Background: an optimization exercise with open tools, aiming at small area, a short achievable clock period and few clock cycles per item. Do not read the settings as production practice.
The RTL was checked by simulation tests, not by an equivalence proof against the original design.
Power is estimated from default activity; no workload was simulated.

**flow/design.v**
```verilog
module pll_udiv;
endmodule
module pll_search (
    input  wire        clk,
    input  wire        rst,         
    input  wire        start,       
    input  wire        calc,        
    input  wire        ext,         
    input  wire [31:0] fin,         
    input  wire [31:0] target,      
    output wire        ready,
    output wire        done,        
    output wire        res_valid,   
    output wire [6:0]  res_n,       
    output wire [2:0]  res_m,       
    output wire        res_e,       
    output wire [6:0]  res_div,     
    output wire [31:0] res_freq,    
    output wire [31:0] res_err      
);
    localparam SR = 4;              
    localparam [2:0] S_IDLE  = 3'd0,
                     S_DONE  = 3'd1,
                     S_MP    = 3'd2,
                     S_LANE  = 3'd3,
                     S_DLOOP = 3'd4,
                     S_EVAL  = 3'd5,
                     S_FIN   = 3'd6,
                     S_SETUP = 3'd7;
    localparam [1:0] M_LO = 2'd0,   
                     M_HI = 2'd1,   
                     M_A  = 2'd2,   
                     M_B  = 2'd3;   
    reg  [2:0]  state;
    reg  [27:0] F;
    reg  [31:0] T;
    reg         calc_r;
    reg         ext_r;
    reg  [2:0]  mp1;
    reg         e;
    reg  [6:0]  d;
    reg  [2:0]  lk;             
    reg  [34:0] XL, XH0, XH1;   
    reg  [6:0]  jL, jH0, jH1;
    reg  [27:0] crem;           
    reg  [7:0]  cq;             
    reg         csat;
    reg  [7:0]  Q;
    reg  [27:0] Rr;
    reg  [6:0]  A;
    reg  [27:0] B;
    reg         sat;
    reg  [12:0] K;
    reg  [1:0]  mode;
    reg  [12:0] srem;
    reg  [27:0] sq;
    reg  [27:0] sw;
    reg  [1:0]  cmp;            
    reg         noab;           
    reg  [2:0]  scnt;
    reg  [6:0]  c_np1;
    reg         post_hi;        
    reg         post_end;       
    reg         b_valid;
    reg  [31:0] b_err;
    reg  [27:0] b_cand;
    reg         b_e;
    reg  [6:0]  b_np1;
    reg  [2:0]  b_mp1;
    reg  [6:0]  b_d;
    assign ready     = (state == S_IDLE) || (state == S_DONE);
    assign done      = (state == S_DONE);
    assign res_valid = b_valid;
    assign res_n     = b_np1 - 7'd1;
    assign res_m     = b_mp1 - 3'd1;
    assign res_e     = b_e;
    assign res_div   = b_d;
    assign res_freq  = {4'd0, b_cand};
    assign res_err   = b_err;
    wire fin_ok = (fin >= 32'd12_000_000) && (fin <= 32'd192_000_000);
    reg [27:0] c_fpfd_lo;    
    reg [27:0] c_fpfd_hi;    
    reg [34:0] c_L;          
    reg [34:0] c_H0;         
    reg [34:0] c_H1;         
    always @(*) begin
        case (mp1)
            3'd1: begin c_fpfd_lo = 28'd12000000; c_fpfd_hi = 28'd24000000;
                        c_L = 35'd900000000;  c_H0 = 35'd1039500000; c_H1 = 35'd1800000000; end
            3'd2: begin c_fpfd_lo = 28'd24000000; c_fpfd_hi = 28'd48000001;
                        c_L = 35'd1800000000; c_H0 = 35'd2079000001; c_H1 = 35'd3600000001; end
            3'd3: begin c_fpfd_lo = 28'd36000000; c_fpfd_hi = 28'd72000002;
                        c_L = 35'd2700000000; c_H0 = 35'd3118500002; c_H1 = 35'd5400000002; end
            3'd4: begin c_fpfd_lo = 28'd48000000; c_fpfd_hi = 28'd96000003;
                        c_L = 35'd3600000000; c_H0 = 35'd4158000003; c_H1 = 35'd7200000003; end
            3'd5: begin c_fpfd_lo = 28'd60000000; c_fpfd_hi = 28'd120000004;
                        c_L = 35'd4500000000; c_H0 = 35'd5197500004; c_H1 = 35'd9000000004; end
            3'd6: begin c_fpfd_lo = 28'd72000000; c_fpfd_hi = 28'd144000005;
                        c_L = 35'd5400000000; c_H0 = 35'd6237000005; c_H1 = 35'd10800000005; end
            default: begin c_fpfd_lo = 28'd84000000; c_fpfd_hi = 28'd168000006;
                        c_L = 35'd6300000000; c_H0 = 35'd7276500006; c_H1 = 35'd12600000006; end
        endcase
    end
    wire mp_low  = (F < c_fpfd_lo);       
    wire mp_ok   = !mp_low && (F <= c_fpfd_hi);
    wire [34:0] tm  = ({35{mp1[0]}} & {3'd0, T}) +
                      ({35{mp1[1]}} & {2'd0, T, 1'b0}) +
                      ({35{mp1[2]}} & {1'd0, T, 2'b0});
    wire [37:0] tm7 = {tm, 3'b0} - {3'd0, tm};
    wire [2:0]  lbit = 3'd6 - lk;
    wire [34:0] Fsh  = {7'd0, F} << lbit;
    wire [6:0]  jbit = 7'd1 << lbit;
    wire        lgreedy = (lk != 3'd7);
    wire [34:0] tXL  = XL + (lgreedy ? Fsh : {7'd0, F});
    wire [6:0]  tjL  = lgreedy ? (jL | jbit) : (jL + 7'd1);
    wire        okL  = !lgreedy || (tXL < c_L) || (tjL <= 7'd59);
    wire [34:0] tXH0 = XH0 + Fsh;
    wire [6:0]  tjH0 = jH0 | jbit;
    wire        okH0 = lgreedy && (tXH0 <= c_H0);
    wire [34:0] tXH1 = XH1 + Fsh;
    wire [6:0]  tjH1 = jH1 | jbit;
    wire        okH1 = lgreedy && (tXH1 <= c_H1) && (tjH1 <= 7'd120);
    wire [28:0] ctrial = {crem, cq[7]} - {1'b0, F};
    wire        cbit   = !ctrial[28];
    wire [27:0] b2    = {crem[26:0], 1'b0};
    wire [28:0] b2s   = {crem, 1'b0} - {1'b0, F};
    wire        b2c   = !b2s[28];
    wire        sat0  = csat || cq[7];
    wire [6:0]  Lv   = jL;
    wire [6:0]  Hv   = e ? jH1 : jH0;
    wire [34:0] FHv  = e ? XH1 : XH0;
    wire        rnz  = (Rr != 28'd0);
    wire [8:0]  P    = {1'b0, Q} + {8'd0, rnz};
    wire [28:0] rsum = {1'b0, Rr} + {1'b0, B};
    wire [29:0] rsub = {1'b0, rsum} - {2'd0, F};
    wire        rc   = !rsub[29];
    wire [27:0] Rn   = rc ? rsub[27:0] : rsum[27:0];
    wire [8:0]  Qn   = {1'b0, Q} + {2'd0, A} + {8'd0, rc};
    wire [8:0]  Pn   = Qn + {8'd0, (Rn != 28'd0)};
    wire        all_below = sat || (P > {2'd0, Hv});
    wire        all_above = (P <= {2'd0, Lv});
    wire        skip_d    = (d != 7'd64) && (Pn <= {2'd0, Lv});
    wire [12:0] D1   = e ? {6'd0, mp1, 4'b0} - {9'd0, mp1, 1'b0}    
                         : {7'd0, mp1, 3'b0} - {10'd0, mp1};          
    reg  [12:0] st_rem [0:SR];
    reg  [27:0] st_q   [0:SR];
    reg  [27:0] st_w   [0:SR];
    reg  [1:0]  st_c   [0:SR];
    integer k;
    always @(*) begin
        st_rem[0] = srem;
        st_q[0]   = sq;
        st_w[0]   = sw;
        st_c[0]   = cmp;
        for (k = 0; k < SR; k = k + 1) begin : stg
            reg [13:0] tr;
            reg [13:0] df;
            reg        qb;
            reg        wb;
            tr = {st_rem[k], st_q[k][27]};
            df = tr - {1'b0, K};
            qb = !df[13];
            wb = st_w[k][27];
            st_rem[k+1] = qb ? df[12:0] : tr[12:0];
            st_q[k+1]   = {st_q[k][26:0], qb};
            st_w[k+1]   = {st_w[k][26:0], 1'b0};
            st_c[k+1]   = (st_c[k] != 2'd0) ? st_c[k] :
                          (qb && !wb) ? 2'd1 : (!qb && wb) ? 2'd2 : 2'd0;
        end
    end
    wire abort = !noab && ((mode == M_B) ? (st_c[SR] == 2'd2) : (st_c[SR] == 2'd1));
    reg  [32:0] ad_a, ad_b;
    reg         ad_sub;
    wire [32:0] ad_r = ad_sub ? (ad_a - ad_b) : (ad_a + ad_b);
    wire [27:0] qx   = sq + {27'd0, (mode == M_LO) && (srem != 13'd0)};
    reg  [1:0]  nmode;
    reg  [34:0] nN;
    always @(*) begin
        case (nmode)
            M_LO:    nN = {7'd0, Rr};
            M_HI:    nN = {7'd0, F - Rr};
            M_A:     nN = XL;
            default: nN = FHv;
        endcase
    end
    always @(*) begin
        if (state == S_FIN) begin
            ad_a   = (mode == M_A) ? {5'd0, sq} : {1'b0, T};
            ad_b   = (mode == M_A) ? {1'b0, T} : {5'd0, qx};
            ad_sub = (mode != M_HI);
        end else begin
            ad_a   = {1'b0, T};
            ad_b   = {1'b0, b_err};
            ad_sub = (nmode == M_B);
        end
    end
    wire [31:0] f_err  = (mode == M_LO || mode == M_HI) ? {4'd0, qx} : ad_r[31:0];
    wire [27:0] f_cand = (mode == M_LO || mode == M_HI) ? ad_r[27:0] : sq;
    wire        key_lt = {e, c_np1, mp1, d} < {b_e, b_np1, b_mp1, b_d};
    wire        f_better = !b_valid || (f_err < b_err) || ((f_err == b_err) && key_lt);
    wire        x_better = !b_valid || (b_err != 32'd0) ||
                           ({e, P[6:0], mp1, d} < {b_e, b_np1, b_mp1, b_d});
    task start_run;
        input ne;
        begin
            e     <= ne;
            d     <= 7'd1;
            K     <= ne ? ({6'd0, mp1, 4'b0} - {9'd0, mp1, 1'b0})
                        : ({7'd0, mp1, 3'b0} - {10'd0, mp1});
            if (ne) begin
                Q   <= {cq[6:0], b2c};
                Rr  <= b2c ? b2s[27:0] : b2;
                A   <= {cq[5:0], b2c};
                B   <= b2c ? b2s[27:0] : b2;
                sat <= sat0 || cq[6];
            end else begin
                Q   <= {1'b0, cq[6:0]};
                Rr  <= crem;
                A   <= cq[6:0];
                B   <= crem;
                sat <= sat0;
            end
            state <= S_DLOOP;
        end
    endtask
    wire run1_ok = (jL <= jH1);
    wire run0_ok = (jL <= jH0);
    task next_mp;
        begin
            if (mp1 == 3'd7) state <= S_DONE;
            else begin
                mp1   <= mp1 + 3'd1;
                state <= S_MP;
            end
        end
    endtask
    task end_run;
        begin
            if (calc_r && !e && run1_ok) start_run(1'b1);
            else next_mp;
        end
    endtask
    task advance;
        begin
            if (d == 7'd64) end_run;
            else begin
                d     <= d + 7'd1;
                Q     <= Qn[7:0];
                Rr    <= Rn;
                K     <= K + D1;
                state <= S_DLOOP;
            end
        end
    endtask
    task begin_eval;
        input [1:0] m;
        input [6:0] np;
        input       ph;
        input       pe;
        begin
            mode     <= m;
            c_np1    <= np;
            post_hi  <= ph;
            post_end <= pe;
            srem     <= {6'd0, nN[34:28]};
            sq       <= nN[27:0];
            scnt     <= 3'd0;
            cmp      <= 2'd0;
            if (m == M_LO || m == M_HI) begin
                sw   <= b_err[27:0];
                noab <= !b_valid || (b_err[31:28] != 4'd0);
            end else begin
                sw   <= ad_r[27:0];
                noab <= !b_valid || ((m == M_A) ? (ad_r[32:28] != 5'd0) : ad_r[32]);
            end
            state    <= S_EVAL;
        end
    endtask
    always @(*) begin
        if (state == S_EVAL || state == S_FIN) nmode = M_HI;    
        else if (all_below)                    nmode = M_B;
        else if (all_above)                    nmode = M_A;
        else                                   nmode = M_LO;
    end
    always @(posedge clk) begin
        if (rst) begin
            state <= S_IDLE;
        end else begin
            case (state)
                S_IDLE, S_DONE: begin
                    if (start) begin
                        F       <= fin[27:0];
                        T       <= target;
                        calc_r  <= calc;
                        ext_r   <= ext;
                        mp1     <= 3'd1;
                        b_valid <= 1'b0;
                        state   <= fin_ok ? S_MP : S_DONE;
                    end else begin
                        state   <= S_IDLE;
                    end
                end
                S_MP: begin
                    if (mp_low) begin
                        state <= S_DONE;
                    end else if (mp_ok) begin
                        XL  <= 35'd0; jL  <= 7'd0;
                        XH0 <= 35'd0; jH0 <= 7'd0;
                        XH1 <= 35'd0; jH1 <= 7'd0;
                        crem <= tm7[35:8];
                        cq   <= tm7[7:0];
                        csat <= (tm7[37:8] >= {2'd0, F});
                        lk   <= 3'd0;
                        state <= S_LANE;
                    end else begin
                        next_mp;
                    end
                end
                S_LANE: begin
                    if (okL)  begin XL  <= tXL;  jL  <= tjL;  end
                    if (okH0) begin XH0 <= tXH0; jH0 <= tjH0; end
                    if (okH1) begin XH1 <= tXH1; jH1 <= tjH1; end
                    crem <= cbit ? ctrial[27:0] : {crem[26:0], cq[7]};
                    cq   <= {cq[6:0], cbit};
                    lk   <= lk + 3'd1;
                    if (lk == 3'd7) state <= S_SETUP;
                end
                S_SETUP: begin
                    if (calc_r) begin
                        if (run0_ok)      start_run(1'b0);
                        else if (run1_ok) start_run(1'b1);
                        else              next_mp;
                    end else begin
                        if (ext_r ? run1_ok : run0_ok) start_run(ext_r);
                        else                           next_mp;
                    end
                end
                S_DLOOP: begin
                    if (all_below) begin
                        if (b_valid && !ad_r[32] && (ad_r[31:28] != 4'd0)) end_run;
                        else begin_eval(M_B, Hv, 1'b0, 1'b1);
                    end else if (all_above) begin
                        if (skip_d) advance;
                        else begin_eval(M_A, Lv, 1'b0, (d == 7'd64));
                    end else if (!rnz) begin
                        if (x_better) begin
                            b_valid <= 1'b1;
                            b_err   <= 32'd0;
                            b_cand  <= T[27:0];
                            b_e     <= e;
                            b_np1   <= P[6:0];
                            b_mp1   <= mp1;
                            b_d     <= d;
                        end
                        advance;
                    end else begin
                        begin_eval(M_LO, P[6:0] - 7'd1, 1'b1, (d == 7'd64));
                    end
                end
                S_EVAL: begin
                    srem <= st_rem[SR];
                    sq   <= st_q[SR];
                    sw   <= st_w[SR];
                    cmp  <= st_c[SR];
                    scnt <= scnt + 3'd1;
                    if (abort) begin
                        if (post_hi) begin_eval(M_HI, c_np1 + 7'd1, 1'b0, post_end);
                        else if (post_end) end_run;
                        else advance;
                    end else if (scnt == 3'd6) begin
                        state <= S_FIN;
                    end
                end
                S_FIN: begin
                    if (f_better) begin
                        b_valid <= 1'b1;
                        b_err   <= f_err;
                        b_cand  <= f_cand;
                        b_e     <= e;
                        b_np1   <= c_np1;
                        b_mp1   <= mp1;
                        b_d     <= d;
                    end
                    if (post_hi) begin_eval(M_HI, c_np1 + 7'd1, 1'b0, post_end);
                    else if (post_end) end_run;
                    else advance;
                end
                default: state <= S_IDLE;
            endcase
        end
    end
endmodule
```
**flow/run.sh**
```bash
#!/bin/bash
# synth_recipe.tcl (not shown) runs the flow's synth.tcl, then flattens the netlist and writes it again
# the make line also repeats each setting of config.mk as NAME=value (left out here)
make -C /OpenROAD-flow-scripts/flow DESIGN_CONFIG=/design/flow/config.mk WORK_HOME=/design/flow/orfs CLKGATE_MAP_FILE= SYNTH_SCRIPT=/design/flow/synth_recipe.tcl finish
```
**flow/config.mk**
```make
export PLATFORM = sky130hd
export DESIGN_NAME = pll_search
export DESIGN_NICKNAME = pll_search
export VERILOG_FILES = /design/flow/design.v
export SDC_FILE = /design/flow/constraint.sdc
export NUM_CORES = 4
export LEC_CHECK = 0
export CAP_MARGIN = 20
export CORE_MARGIN = 2
export CORE_UTILIZATION = 40
export SLEW_MARGIN = 20
```
**flow/constraint.sdc**
```tcl
create_clock -name core_clock -period 70.0 [get_ports {clk}]
set_input_delay 14.0000 -clock core_clock [delete_from_list [all_inputs] [get_ports {clk}]]
set_output_delay 14.0000 -clock core_clock [all_outputs]
set_load 0.01 [all_outputs]
```
==> notes.md <==
Max Cap Viol 0; post-CTS setup buffer count 0; All-Layer GR Usage around 28%; most area-consuming cells after synthesis edfxtp_1, ha_1, a21oi_1; pin count of the biggest net entering global routing a little under 90; DR pass1 iterations 6; Worst setup SP type flop; clock root buffer clkbuf_16; top_reg_cell synth edfxtp_1; Leak Pwr 25.5 nW; Initial DRC Count between 5000 and 6000; CTS tree yes; period utilisation layout between 20% and 30%; crit-path leading delay family buffers and inverters; initial core utilization between 40% and 50%; vias per cell ~6.1; RSZ-0062 raised after global routing no; Slew HR 23.6%; CTS sink count slightly below 500; fin nets between 7000 and 8000; share of the synthesized area in the top cell type ~27%; DRC errors left 0; Hold WC Path Type reg2reg; area of the multi-input gates between 30000 and 40000 µm²; layout filler cell count around 13000; # hold bufs at CTS 0; insertion delay to the later sink of the worst-skew pair ~0.7 ns; DR vias 50400; routed len/inst between 20 and 25 µm; fin area between 60000 and 70000 µm²; outcome finished clean; Final setup viols 0; Max VDD drop between 0.015 and 0.02 mV; sequential area share after synthesis 27.0%; area post-placement between 50000 and 60000 µm²; CTS max path bufs 3; Mapped Cells roughly 6400; crit path max fanout 10; share of cells above drive strength 1 5.36%; initial antenna violation count 10; Worst Tran Pin Value around 1.1 ns; Die ar. roughly 140000 µm²; Post-DP HPWL ~160000 µm; FFs w/ async S/R, synth 0%; post-route minimum period roughly 17 ns; Post-CTS Resized 0; Syn Area/Cell between 8 and 9 µm²; Crit Path Category reg2out; Syn-to-layout area delta 10.4%; chip width approximately 370 µm; Fin. Hold Viols 0; CP cell instances inv_1 -> nor3_1 -> buf_4 -> clkdlybuf4s50_1; count of cell types in the netlist 101; Worst setup EP type primary output; cell accounting for the most synthesized area edfxtp_1; register area around 15000 µm²; number of global-route vias before repair ~48000; Post-Route WL roughly 200000 µm; Fin Setup TNS 0 ns; number of synthesized flops with an enable pin around 500; number of buffers inserted by port buffering roughly 150; Vert. Die Dim between 300 and 400 µm; Mapped Area 54600 µm²; worst clock skew 0.0396 ns; max incr delay on CP around 0.64 ns; I/O Pins around 150; CP bufs+invs 3; Required @ worst endpoint between 50 and 60 ns; GPL Wtd Cong roughly 1; htree depth 2; Core ar. roughly 140000 µm²; PwrDens roughly 16 nW/µm²; critical path arrival 2.76 ns; TritonCTS buffer count a little over 60; Post-DRT Antenna Nets 0; grt total ovfl 0; first-pass GRT wire length a little under 300000 µm; max frequency about 0.060 GHz; Yosys Warn Count 5; Yosys reg bits just under 500; Slew Viols, Final 0; slowest CP cell dfxtp_1; row cnt 135; Hold WS 0.553 ns; Worst-path clk slew roughly 0.070 ns
## area by class of cell
cell class,instances,share of cell area (%)
diodes,3,0.0125
clock buffers,64,2.59
clock inverters,51,0.942
inverters,405,2.52
multi-input cells,5274,62.2
flip-flops and latches,492,24.5
well taps,1781,3.70
repair buffers,241,3.61
## per-layer routing
layer	global-route usage [%]	up-vias	routed length, µm
li1	-	23700	-
met1	35.8	24000	82800
met2	43.4	2151	87500
met3	4.78	452	16300
met4	15.2	8	12200
met5	0	-	54
## cells in the final DEF (no fill, tap or decap), types with 163 or more instances in the layout
| cell type | instances |
|---|---|
| edfxtp_1 | 489 |
| a21o_1 | 204 |
| xnor2_1 | 284 |
| mux2i_1 | 163 |
| nor2_1 | 586 |
| ha_1 | 644 |
| o21ai_0 | 386 |
| inv_1 | 400 |
| nand2_1 | 525 |
| a21oi_1 | 586 |
## logic make-up (layout without fill, tap and decap cells)
family,Yosys count,after routing,synth area share [%]
other,1,7,0.00687
multiplexers,257,257,5.20
buffers and inverters,671,761,4.72
flip-flops,492,492,27.0
adder cells (fa/ha/maj),692,692,16.5
AND/OR/NAND/NOR,2034,2034,17.8
XOR/XNOR,433,433,6.95
AO/OA/AOI/OAI,1854,1854,21.8
## cells in the mapped netlist, types with 154 or more instances
library cell / count
ha_1: 645
nor2_1: 593
a21oi_1: 589
nand2_1: 528
edfxtp_1: 489
inv_1: 401
o21ai_0: 389
xnor2_1: 286
a21o_1: 204
clkbuf_1: 197
mux2i_1: 164
nand3_1: 157
and2_1: 154
## through the flow
step	setup slack [ns]	util [%]	cells	power, mW
after global routing	53.20	44.5	8308	1.01
after detailed placement	52.77	42.9	8192	0.613
after floorplan	48.64	-	6437	0.525
final	53.24	44.5	8311	0.968
after CTS	53.28	44.5	8307	0.961
after global placement	52.84	42.9	8191	0.609
## registers in the layout, indices dropped and copies added (netlist names), 13 cells and up
name    flops
T          32
b_err      32
XH1        35
sq         28
F          28
crem       28
K          13
Rr         28
XH0        35
sw         28
srem       13
XL         35
B          28
b_cand     28
## power by group
group | switching (mW) | total (mW) | internal (mW)
Combinational | 0.179 | 0.284 | 0.106
Clock | 0.147 | 0.348 | 0.202
Sequential | 0.00477 | 0.335 | 0.330
## final timing paths
check / depth (start not counted) / slack (ns) / startpoint / to
min: 1 / 0.55 / sw[2]$_DFFE_PP_ / sw[6]$_DFFE_PP_
min reg2reg: 1 / 0.55 / sw[2]$_DFFE_PP_ / sw[6]$_DFFE_PP_
max: 4 / 53.24 / state[0]$_SDFFE_PP0P_ / done
max reg2reg: 52 / 54.95 / K[1]$_DFFE_PP_ / B[2]$_DFFE_PP_
## worst reg2reg max path: cells and delay by family (launching register included)
| kind | cells | cell delay [ns] |
|---|---|---|
| compound gates | 26 | 7.60 |
| fa+ha+maj | 4 | 1.13 |
| simple gates | 11 | 2.22 |
| flops | 1 | 0.51 |
| xor+xnor | 2 | 0.29 |
| buf+inv | 9 | 2.84 |
Testbench counts, summed over its fixed seeds: cycles 20,943, items 320.

-- afterwards: timing with drivers on the ports --
How much do the figures lean on ideal ports? The routed layout below was timed once more, with nothing changed but the port constraints. Step 1 assumes that a clkbuf_16 drives the clock port and a buf_2 every other input. Step 2 also shifts input and output timing later by t, the mid clock arrival at the registers, as if the neighbouring blocks saw the same clock. a / b / c = no drivers / after step 1 / after step 2; a / b = the first two.
t (ns): 0.780
setup WS [ns]: 53.236 / 53.158 / 52.721
latest minus earliest clock arrival (ns): 0.041 / 0.041
After both steps setup and hold are still met in this run. For this run, drivers alone change the setup slack by -0.078 ns; drivers and shift together by -0.515 ns.
